From an optimization exercise on the open Yosys and OpenROAD flow, aimed at small area, a short achievable clock period and few clock cycles per item; shortcuts taken in it are not production practice. Only simulation tests tie the RTL to the original design; equivalence was not proved. No activity file was given, so power comes from the tool's default toggle rates.

==> flow/design.v <==
module paula_interp (
    input  wire        clk,
    input  wire        rst,
    input  wire        start,
    output wire        ready,
    output reg         done,
    input  wire [1:0]  mode,
    input  wire [31:0] cur,
    input  wire [31:0] last0,
    input  wire [27:0] vol,
    input  wire [63:0] per,
    input  wire [63:0] evt,
    input  wire [27:0] sevt,
    input  wire [7:0]  adk,
    output reg  [15:0] left,
    output reg  [15:0] right
);
    localparam K = 2;                    
    localparam RA = (K == 2) ? 14 : 16;  
    localparam M_NEAREST = 2'd0;
    localparam M_LINEAR  = 2'd1;
    localparam M_CRUX    = 2'd2;
    localparam M_ANTI    = 2'd3;
    localparam V_ZERO = 2'd0;
    localparam V_PV   = 2'd1;
    localparam V_SV   = 2'd2;
    localparam V_DIV  = 2'd3;
    localparam P_IDLE  = 3'd0;
    localparam P_MUL   = 3'd1;
    localparam P_ROWS  = 3'd2;
    localparam P_CATCH = 3'd3;
    localparam P_TAIL  = 3'd4;
    reg        cv;
    reg [1:0]  c_mode;
    reg [31:0] c_cur, c_last;
    reg [27:0] c_vol;
    reg [63:0] c_per, c_evt;
    reg [27:0] c_sevt;
    reg [7:0]  c_adk;
    reg        ready_r;
    assign ready = ready_r;
    always @(posedge clk) begin
        c_mode <= mode;
        c_cur  <= cur;
        c_last <= last0;
        c_vol  <= vol;
        c_per  <= per;
        c_evt  <= evt;
        c_sevt <= sevt;
        c_adk  <= adk;
    end
    reg [2:0]  phase;
    reg [4:0]  cnt;         
    reg [2:0]  mc;          
    reg [3:0]  rc;          
    reg [1:0]  w_mode;
    reg [28:0] dsh;         
    reg        qf;          
    wire [29:0] s3 = {2'b00, c_sevt} + {1'b0, c_sevt, 1'b0};
    wire [3:0] div_c, lt1_c, lt2_c, e16_c, e12_c;
    wire [15:0] v_c [0:3];
    wire frac_now = (w_mode == M_CRUX) || (rc <= (8 / K));
    wire zero_in  = (w_mode != M_ANTI) && frac_now;
    wire any_div = |div_c;
    wire need24  = |(div_c & ~lt2_c);
    wire need16  = |(div_c & ~lt1_c);
    wire big16   = |(div_c & e16_c);
    wire big12   = |(div_c & e12_c);
    wire [3:0] lin_rc = need24 ? (24 / K) : need16 ? (16 / K) : (8 / K);
    wire [3:0] mul_m  = (K == 2) ? (big16 ? 4'd8 : big12 ? 4'd6 : 4'd4)
                                 : (big16 ? 4'd4 : big12 ? 4'd3 : 4'd2);
    reg  [4:0] n_occ;
    always @(*) begin
        if (!any_div || c_mode == M_NEAREST)
            n_occ = 5'd1;
        else case (c_mode)
            M_LINEAR: n_occ = {1'b0, lin_rc} + 5'd2;
            M_CRUX:   n_occ = (12 / K) + 2;
            default:  n_occ = {1'b0, mul_m} + (RA / K) + 1;
        endcase
    end
    genvar c;
    generate
        for (c = 0; c < 4; c = c + 1) begin : ch
            wire signed [7:0] s  = c_cur[8*c +: 8];
            wire signed [7:0] p  = c_last[8*c +: 8];
            wire        [6:0] vl = c_vol[7*c +: 7];
            wire       [15:0] pr = c_per[16*c +: 16];
            wire       [15:0] ev = c_evt[16*c +: 16];
            wire            mute = c_adk[c] | c_adk[c + 4];
            wire signed [14:0] pv_n = p * $signed({1'b0, vl});
            wire signed [8:0]  sp   = s - p;
            wire               dn_n = sp[8];
            wire        [7:0]  asp  = dn_n ? -sp[7:0] : sp[7:0];
            wire        [14:0] md_n = asp * vl;
            wire               zmd  = (vl == 7'd0) || (s == p);
            wire signed [16:0] e = {1'b0, pr} - {1'b0, ev};    
            wire e_le0 = e[16] || (e == 17'd0);
            wire e_geS = !e[16] && ({12'd0, e[15:0]} >= c_sevt);
            wire ev_ltS = {12'd0, ev} < c_sevt;
            wire r1_geI = !e[16] && ({14'd0, e[15:0]} >= s3);
            reg [1:0] vs_n;
            always @(*) begin
                case (c_mode)
                    M_NEAREST: vs_n = V_SV;
                    M_LINEAR:  vs_n = V_DIV;
                    M_CRUX:    vs_n = (ev_ltS || r1_geI) ? V_SV : e_le0 ? V_PV : V_DIV;
                    default:   vs_n = e_le0 ? V_PV : e_geS ? V_SV : V_DIV;
                endcase
                if (vs_n == V_DIV && zmd)
                    vs_n = V_PV;
                if (mute)
                    vs_n = V_ZERO;
            end
            assign div_c[c] = (vs_n == V_DIV);
            assign lt1_c[c] = ev < pr;
            assign lt2_c[c] = {8'd0, ev[15:8]} < pr;
            assign e16_c[c] = |e[15:12];
            assign e12_c[c] = |e[11:8];
            reg [44:0] p_n;
            always @(*) begin
                case (c_mode)
                    M_LINEAR: p_n = need24 ? {29'd0, ev} :
                                    need16 ? {21'd0, ev, 8'd0} :
                                             {13'd0, ev, 16'd0};
                    M_CRUX:   p_n = {12'd0, e, 16'd0};
                    default:  p_n = {29'd0, e[15:0]};
                endcase
            end
            reg signed [14:0] pv;
            reg        [14:0] md;
            reg               dneg;
            reg        [1:0]  vsel;
            reg        [15:0] pw;
            reg        [44:0] P;
            reg        [30:0] acc;
            reg        [K-1:0] qprev;
            wire [28:0] dv = (w_mode == M_LINEAR) ? {13'd0, pw} : dsh;
            wire [44:0] prow [0:K];
            wire [K-1:0] qrow;
            assign prow[0] = P;
            genvar j;
            for (j = 0; j < K; j = j + 1) begin : row
                wire [28:0] t    = {prow[j][43:16], prow[j][15] & ~zero_in};
                wire [29:0] diff = {1'b0, t} - {1'b0, dv};
                wire        fits = !diff[29];
                assign prow[j+1] = {fits ? diff[28:0] : t, prow[j][14:0], fits};
                assign qrow[K-1-j] = fits;
            end
            wire [K-1:0] echunk = P[K*mc +: K];
            wire [K-1:0] chunk  = (phase == P_MUL) ? echunk : (qf ? qprev : {K{1'b0}});
            wire [30:0]  acc_n  = {acc[30-K:0], {K{1'b0}}} + md * chunk;
            always @(posedge clk) begin
                if (cv) begin
                    pv    <= pv_n;
                    md    <= md_n;
                    dneg  <= dn_n;
                    vsel  <= vs_n;
                    pw    <= pr;
                    P     <= p_n;
                    acc   <= 31'd0;
                end else begin
                    acc   <= acc_n;
                    qprev <= qrow;
                    if (phase == P_MUL && mc == 3'd0)
                        P <= (K == 2) ? {12'd0, acc_n, 2'b00} : {14'd0, acc_n};
                    else if (phase == P_ROWS)
                        P <= prow[K];
                end
            end
            reg [15:0] X;
            reg        nz;
            always @(*) begin
                X  = 16'd0;
                nz = 1'b0;
                case (vsel)
                    V_SV:  X = {1'b0, md};
                    V_DIV: case (w_mode)
                        M_LINEAR: begin X = acc[23:8];  nz = |acc[7:0];  end
                        M_CRUX:   begin X = acc[27:12]; nz = |acc[11:0]; end
                        default:  begin
                            X  = (K == 2) ? {2'b00, P[13:0]} : P[15:0];
                            nz = |P[44:16];
                        end
                    endcase
                    default: ;
                endcase
            end
            wire [15:0] v0  = {pv[14], pv} + (dneg ? ~X : X) + {15'd0, dneg & ~nz};
            wire        fix = (w_mode == M_ANTI) && nz && v0[15];
            assign v_c[c] = (vsel == V_ZERO) ? 16'd0 : v0 + {15'd0, fix};
        end
    endgenerate
    always @(posedge clk) begin
        if (cv)
            qf <= 1'b0;
        else
            qf <= (phase == P_ROWS) && (w_mode != M_ANTI) && frac_now;
    end
    always @(posedge clk) begin
        left  <= v_c[0] + v_c[3];
        right <= v_c[1] + v_c[2];
        if (rst) begin
            cv      <= 1'b0;
            ready_r <= 1'b1;
            done    <= 1'b0;
            phase   <= P_IDLE;
            cnt     <= 5'd0;
        end else begin
            cv      <= start & ready_r;
            done    <= (phase == P_TAIL);
            if (start & ready_r)
                ready_r <= (mode == M_NEAREST);
            else
                ready_r <= cv ? (n_occ <= 5'd2) : (phase == P_IDLE || cnt <= 5'd3);
            if (cnt != 5'd0)
                cnt <= cnt - 5'd1;
            if (cv) begin
                w_mode <= c_mode;
                dsh    <= (c_mode == M_CRUX) ? s3[28:0] : {1'b0, c_sevt};
                cnt    <= n_occ;
                mc     <= mul_m[2:0] - 3'd1;
                rc     <= lin_rc;
                if (!any_div || c_mode == M_NEAREST)
                    phase <= P_TAIL;
                else if (c_mode == M_ANTI)
                    phase <= P_MUL;
                else begin
                    phase <= P_ROWS;
                    if (c_mode == M_CRUX)
                        rc <= 12 / K;
                end
            end else begin
                case (phase)
                    P_MUL: begin
                        mc <= mc - 3'd1;
                        if (mc == 3'd0) begin
                            phase <= P_ROWS;
                            rc    <= RA / K;
                        end
                    end
                    P_ROWS: begin
                        rc <= rc - 4'd1;
                        if (rc == 4'd1)
                            phase <= (w_mode == M_ANTI) ? P_TAIL : P_CATCH;
                    end
                    P_CATCH: phase <= P_TAIL;
                    P_TAIL:  phase <= P_IDLE;
                    default: phase <= P_IDLE;
                endcase
            end
        end
    end
endmodule
==> flow/run.sh <==
#!/bin/bash
# synth_recipe.tcl (not shown) runs the flow's synth.tcl, then flattens the netlist and writes it again
# the make line also repeats each setting of config.mk as NAME=value (left out here)
make -C /OpenROAD-flow-scripts/flow DESIGN_CONFIG=/design/flow/config.mk WORK_HOME=/design/flow/orfs CLKGATE_MAP_FILE= SYNTH_SCRIPT=/design/flow/synth_recipe.tcl finish
==> flow/config.mk <==
export PLATFORM = sky130hd
export DESIGN_NAME = paula_interp
export DESIGN_NICKNAME = paula_interp
export VERILOG_FILES = /design/flow/design.v
export SDC_FILE = /design/flow/constraint.sdc
export NUM_CORES = 4
export LEC_CHECK = 0
export CAP_MARGIN = 20
export CORE_MARGIN = 2
export CORE_UTILIZATION = 40
export SLEW_MARGIN = 20
==> flow/constraint.sdc <==
create_clock -name core_clock -period 22.0 [get_ports {clk}]
set_input_delay 4.4000 -clock core_clock [delete_from_list [all_inputs] [get_ports {clk}]]
set_output_delay 4.4000 -clock core_clock [all_outputs]
set_load 0.01 [all_outputs]
==> impl_metrics.tcl, run 1 <==
set metrics [dict create \
    status "no timing/DRC/antenna violations" \
    cts_root_buffer "clkbuf_16" \
    postCtsSetupRepairBufs 0 \
    final_net_count 11163 \
    cts_sinks 840 \
    detailed_place_hpwl_mm 237 \
    p_clk_share_pct 13.3 \
    grt_pass1_wl_mm 443 \
    min_path_type "flip-flop to flip-flop" \
    ys_ff_latch 840 \
    synth_ff_type "edfxtp_1" \
    netlist_instances 9286 \
    cp-start-kind "flip-flop" \
    row_count 165 \
    drtIter0Drc 6285 \
    antenna_found_initial 11 \
    die_w_um 455 \
    wirelength_mm 298 \
    vias_per_cell 5.72 \
    slew_violations 0 \
    ys_seq_area_share_pct 25.8 \
    gp_congestion 1.02 \
    cp.required_ns 22.51 \
    syn_area_per_cell_um2 8.77 \
    routedWlPerCell_um 24.3 \
    drive_gt1_share_pct 5.52 \
    pwr-share-comb_pct 66.3 \
    insertion_delay_ns 0.80 \
    placed_cells 12086 \
    grt-ovfl-total 0 \
    syn-num-nets 10925 \
    setup_viol 0 \
    yosys_warnings 1 \
    sequentialPowerShare_pct 20.4 \
    fin_worst_skew_ns 0.0541 \
    grtUsageTotal_pct 28.5 \
    hold_buffers 0 \
    intPower_mw 7.36 \
    slew_headroom_pct 16.6 \
    dieArea_um2 207000 \
    period_share_pct 56.0 \
    cts_tree "built" \
    fin_ws_ns 9.69 \
    arrival_ns 12.82 \
    syn2layout_area_growth_pct 12.2 \
    io_buffers 294 \
    synth_cell_types 101 \
    tightestPinTransition_ns 1.25 \
    ios 295 \
    fmax_mhz 81.2 \
    fin_setup_tns_ns 0 \
    rsz0062_at_grt "false" \
    die_h_um 455 \
    most-common-layout-cells "ha_1, inv_1, nand2_1, nor2_1, a21oi_1" \
    cap_violations 0 \
    vias 70283 \
    slowest_stage "clkinv_1" \
    preCtsSetupSlack_ns 10.27 \
    layout_commonest_cell "ha_1" \
    clk_path_buf_depth 3 \
    synth_edf_count 422 \
    cpPeakStageDelay_ns 0.96 \
    sw_frac_of_total_pct 47.0 \
    grt_start_max_net_pins 135 \
    hold_viol 0 \
    holdWs_ns 0.477 \
    peakVddDrop_v 0.000114 \
    end_kind "flip-flop" \
    cts_made_buffers 105 \
    power_density_nw_per_um2 152 \
    drtAntennaViolNets 0 \
    fin_crit_ns 12.31 \
    first_pass_iters 6 \
    drc_errors 0 \
    grt_pass1_vias 69209 \
    start_util_pct 40.3 \
    switchingPower_mw 6.53 \
    fin_cells 12292 \
    syn_area_um2 81500 \
    synthArstFlopShare_pct 0 \
    htree_num_levels 3 \
    clkSlewWorstSetupHoldPaths_ns 0.06 \
    crit_path_max_fanout 85 \
    leakage_nw 39.9 \
    postCtsResizedCells 0 \
    crit_type "flip-flop to flip-flop" \
    core_um2 202000 \
]
## synth_stat cells, types with 19 or more instances
master / instances / area share [%]
a211o_1: 23 / 0.25
a211oi_1: 65 / 0.60
a21boi_0: 54 / 0.50
a21o_1: 168 / 1.5
a21oi_1: 594 / 3.6
a221o_1: 23 / 0.28
a221oi_1: 35 / 0.38
a22oi_1: 105 / 0.97
a31oi_1: 54 / 0.41
and2_1: 298 / 2.3
and3_1: 82 / 0.63
buf_1: 42 / 0.19
clkbuf_1: 238 / 1.1
dfxtp_1: 418 / 10
edfxtp_1: 422 / 16
fa_1: 375 / 9.2
ha_1: 1003 / 15
inv_1: 977 / 4.5
mux2_2: 105 / 1.5
mux2i_1: 57 / 0.70
nand2_1: 862 / 4.0
nand2b_1: 105 / 0.81
nand3_1: 149 / 0.92
nand4_1: 58 / 0.45
nor2_1: 654 / 3.0
nor2b_1: 135 / 1.0
nor3_1: 170 / 1.0
nor3b_1: 19 / 0.18
nor4_1: 64 / 0.49
o2111ai_1: 21 / 0.23
o211ai_1: 73 / 0.67
o21a_1: 106 / 0.98
o21ai_0: 471 / 2.9
o21bai_1: 84 / 0.77
o221ai_1: 19 / 0.20
o22ai_1: 48 / 0.37
o31a_1: 19 / 0.20
o31ai_1: 34 / 0.31
o41ai_1: 21 / 0.23
or2_2: 21 / 0.16
or3_1: 71 / 0.55
xnor2_1: 451 / 4.8
xor2_1: 216 / 2.3
## registers in the layout (all words and copies together), names as in the netlist, 4 cells and up
name      cells
c_adk         8
c_cur        32
c_evt        64
c_last       32
c_per        64
c_sevt       28
c_vol        28
ch.P        180
ch.acc      116
ch.dneg       4
ch.md        60
ch.pv        60
ch.pw        64
ch.qprev      8
ch.vsel       8
cnt           5
dsh          29
left         16
rc            4
right        16
## worst max-delay path, delay by kind of cell (launching register included)
kind	cells	cell delay, ns
buf+inv	6	2.68
fa+ha+maj	3	1.05
mux	1	0.37
compound gates	22	6.08
simple gates	5	1.27
flops	1	0.45
## metal layers
metal	up-vias	GRT usage (%)	part of all wire (%)
li1	33056	-	-
met1	33953	37.1	42
met2	2607	44.5	44
met3	653	4.49	7.1
met4	14	16.9	6.8
met5	-	0	0.029
## cell families after synthesis
| family | count (synthesis) | synth area share, % |
|---|---|---|
| AOI/OAI and AO/OA | 2193 | 17.6 |
| adders and majority gates | 1380 | 24.6 |
| muxes | 178 | 2.59 |
| xor gates and xnor gates | 669 | 7.23 |
| and+or+nand+nor | 2754 | 16.2 |
| buffers and inverters | 1272 | 5.91 |
| DFF | 840 | 25.8 |
## stage by stage
stage               util, %  power, mW  area [um2]
CTS                    45.2       13.9       91400
finish                 45.2       13.9       91400
global placement       43.4       11.8       87700
floorplan                 -       9.53       81500
detailed placement     43.4       11.9       87700
global route           45.2       15.1       91400
## power by group through the flow
stage	logic (mW)	clock network, mW	registers, mW
after floorplan	6.88	0	2.64
after global placement	8.93	0	2.86
after detailed placement	9.07	0	2.85
after CTS	9.16	1.88	2.83
after global routing	10.3	1.93	2.87
final	9.20	1.85	2.84
## worst paths after layout
kind / end / startpoint / slack [ns] / cells past startpoint
hold / removal: ch[1].pw[15]$_DFFE_PP_ / c_per[31]$_DFF_P_ / 0.48 / 0
hold reg to reg: ch[1].pw[15]$_DFFE_PP_ / c_per[31]$_DFF_P_ / 0.48 / 0
setup reg to reg: ch[0].P[29]$_DFFE_PP_ / w_mode[1]$_DFFE_PP_ / 9.69 / 37
setup / recovery: ch[0].P[29]$_DFFE_PP_ / w_mode[1]$_DFFE_PP_ / 9.69 / 37
## layout make-up
type | instances | area (um2)
diodes | 5 | 12.5
clock buffers | 140 | 3100
clock inverters | 58 | 534
fillers | 19683 | 111000
inverters | 980 | 3680
multi-input cells | 7174 | 55800
flip-flops and latches | 840 | 21000
well taps | 2672 | 3340
repair buffers | 423 | 3940
Testbench counts, summed over its fixed seeds: cycles 11,963, items 2,400.
==> run 2: changes to the inputs <==
--- a/flow/config.mk
+++ b/flow/config.mk
@@ -7,2 +7,3 @@
 export LEC_CHECK = 0
+export ABC_CLOCK_PERIOD_IN_PS = 5000
 export CAP_MARGIN = 20
==> run 2 against run 1 <==
Effect of this change: still clean; core utilization is the same; via count is the same; final area is the same; critical endpoint unchanged; flip-flop and latch count is the same.
==> impl_metrics.tcl, run 2 <==
set metrics [dict create \
    most-common-layout-cells "ha_1, inv_1, nand2_1, nor2_1, a21oi_1" \
    grt_pass1_wl_mm 443 \
    pwr-share-comb_pct 66.3 \
    antenna_found_initial 11 \
    highest_layer "met5" \
    slowest_stage "clkinv_1" \
    largest_register "ch.P" \
    grt_pass1_vias 69209 \
    drive_gt1_share_pct 5.52 \
    period_share_pct 56.0 \
    r2r_setup_slack_ns 9.69 \
    end_kind "flip-flop" \
    status "no timing/DRC/antenna violations" \
    crit_start "w_mode[1]$_DFFE_PP_" \
    gp_congestion 1.02 \
    grtUsageTotal_pct 28.5 \
    first_pass_iters 6 \
    drtIter0Drc 6285 \
    fin_setup_tns_ns 0 \
    ff2ff_path_depth 37 \
    drtAntennaViolNets 0 \
    cts_sinks 840 \
    ys_ff_latch 840 \
    die_w_um 455 \
    syn2layout_area_growth_pct 12.2 \
    hold_buffers 0 \
    setup_viol 0 \
    wl_met1_mm 125 \
    yosysMostFrequentCell "ha_1" \
    yosys_warnings 1 \
    syn-num-nets 10925 \
    detailed_place_hpwl_mm 237 \
    crit_type "flip-flop to flip-flop" \
    fin_crit_ns 12.31 \
    seqCellArea_um2 21000 \
    synth_top_area_cell "edfxtp_1" \
    slew_headroom_pct 16.6 \
    cp.required_ns 22.51 \
    wl_met2_mm 131 \
    wirelength_mm 298 \
    multiInputGateArea_um2 55800 \
    sequentialPowerShare_pct 20.4 \
    p_clk_share_pct 13.3 \
    final_net_count 11163 \
    synth_edf_count 422 \
    power_density_nw_per_um2 152 \
    largest_reg_flops 180 \
    grt_start_max_net_pins 135 \
    synth_ff_type "edfxtp_1" \
    postCtsSetupRepairBufs 0 \
    core_um2 202000 \
    tightestPinTransition_ns 1.25 \
    switchingPower_mw 6.53 \
    sw_frac_of_total_pct 47.0 \
    crit_path_end "ch[0].P[29]$_DFFE_PP_" \
    cpPeakStageDelay_ns 0.96 \
    synthTopCellsByArea "edfxtp_1, ha_1, dfxtp_1" \
    peakVddDrop_v 0.000114 \
    synth_cell_types 101 \
    drc_errors 0 \
    clkSlewWorstSetupHoldPaths_ns 0.06 \
    synthArstFlopShare_pct 0 \
    synth_common_cells "ha_1, inv_1, nand2_1" \
    cp-start-kind "flip-flop" \
    ios 295 \
    slew_violations 0 \
    cts_root_buffer "clkbuf_16" \
    arrival_ns 12.82 \
    insertion_delay_ns 0.80 \
    cts_tree "built" \
    die_h_um 455 \
    layout_commonest_cell "ha_1" \
    leakage_nw 39.9 \
    wl_met3_mm 21.2 \
    n_fill_cell 19683 \
    reg2reg_from "w_mode[1]$_DFFE_PP_" \
    vias 70283 \
    start_util_pct 40.3 \
    hold_viol 0 \
    syn_area_um2 81500 \
    reg_top3 "ch.P (180), ch.acc (116)" \
    cts_made_buffers 105 \
    row_count 165 \
    ys_seq_area_share_pct 25.8 \
    intPower_mw 7.36 \
    grt-ovfl-total 0 \
    yosysTopAreaCellShare_pct 15.6 \
    postCtsResizedCells 0 \
    crit_path_max_fanout 85 \
    cap_violations 0 \
    fin_worst_skew_ns 0.0541 \
    netlist_instances 9286 \
    vias_per_cell 5.72 \
    io_buffers 294 \
    syn_area_per_cell_um2 8.77 \
    fmax_mhz 81.2 \
    min_path_type "flip-flop to flip-flop" \
    clk_path_buf_depth 3 \
    r2r-end "ch[0].P[29]$_DFFE_PP_" \
    routedWlPerCell_um 24.3 \
    dpl-instance-area_um2 87700 \
    htree_num_levels 3 \
    rsz0062_at_grt "false" \
    final_area_um2 91400 \
    dieArea_um2 207000 \
]
## run 2: cell counts in the layout (fill, tap and decap cells not counted)
Identical to the previous run, type by type.
## run 2: cell families (layout without fill, tap and decap cells)
group                    Yosys count  after routing  share of synthesized area, %
multiplexers                     178            178                          2.59
AND/OR/NAND/NOR                 2754           2754                          16.2
XOR/XNOR                         669            669                          7.23
buffers and inverters           1272           1601                          5.91
flip-flops                       840            840                          25.8
adder cells (fa/ha/maj)         1380           1380                          24.6
other                              0              5                             0
AO/OA/AOI/OAI                   2193           2193                          17.6
## run 2: cell type report
cell class	instances	area share (%)
Tap cell	2672	3.66
Multi-Input combinational cell	7174	61.0
Inverter	980	4.03
Antenna cell	5	0.0137
Clock inverter	58	0.584
Sequential cell	840	23.0
Timing Repair Buffer	423	4.31
Clock buffer	140	3.39
## run 2: layer usage
layer | track usage (%) | up-vias
li1 | - | 33056
met1 | 37.1 | 33953
met2 | 44.5 | 2607
met3 | 4.49 | 653
met4 | 16.9 | 14
met5 | 0 | -
## run 2: worst min-delay path by stage
stage,to,startpoint,cells past startpoint
floorplan,ch[1].pw[0]$_DFFE_PP_,c_per[16]$_DFF_P_,0
global route,ch[1].pw[14]$_DFFE_PP_,c_per[30]$_DFF_P_,0
detailed placement,ch[1].pw[11]$_DFFE_PP_,c_per[27]$_DFF_P_,0
CTS,ch[1].pw[15]$_DFFE_PP_,c_per[31]$_DFF_P_,0
finish,ch[1].pw[15]$_DFFE_PP_,c_per[31]$_DFF_P_,0
global placement,ch[1].pw[12]$_DFFE_PP_,c_per[28]$_DFF_P_,0
## run 2: power groups by stage
stage          combinational [mW]  clock (mW)  sequential (mW)
6_report                     9.20        1.85             2.84
5_1_grt                      10.3        1.93             2.87
4_1_cts                      9.16        1.88             2.83
3_5_place_dp                 9.07           0             2.85
3_3_place_gp                 8.93           0             2.86
2_1_floorplan                6.88           0             2.64
## run 2: stage by stage
step	instances	hold WS [ns]	utilization [%]	power, mW	setup WS (ns)
floorplan	9286	0.425	-	9.53	12.08
global placement	12083	0.486	43.4	11.8	10.48
detailed placement	12086	0.480	43.4	11.9	10.27
CTS	12284	0.478	45.2	13.9	10.29
global route	12289	0.502	45.2	15.1	8.78
finish	12292	0.477	45.2	13.9	9.69
## run 2: critical path: cells and delay by family, from the launching register on
family          cells  cell delay [ns]
mux                 1             0.37
compound gates     22             6.08
fa+ha+maj           3             1.05
buf+inv             6             2.68
flops               1             0.45
simple gates        5             1.27

static timing again, ports no longer ideal:
How much do the figures lean on ideal ports? The routed layouts below were timed once more, with nothing changed but the port constraints. Step 1 sets driving cells, clkbuf_16 on the clock port and buf_2 on the other inputs (assumed; they add their load-dependent delay and slew). Step 2, shift: input delay + t, output delay - t, t = (earliest + latest rising clock arrival at the registers) / 2. This alone moves slack from input paths to output paths. Three values: ideal, step 1, step 2; two values: the first two.
| run | shift t [ns] | slack for setup (ns) | pins driven straight from the clock port |
|---|---|---|---|
| run 1 | 0.861 | 9.690 / 9.690 / 9.690 | 1 |
| run 2 | 0.861 | 9.690 / 9.690 / 9.690 | 1 |
After both steps every run listed still meets setup and hold.
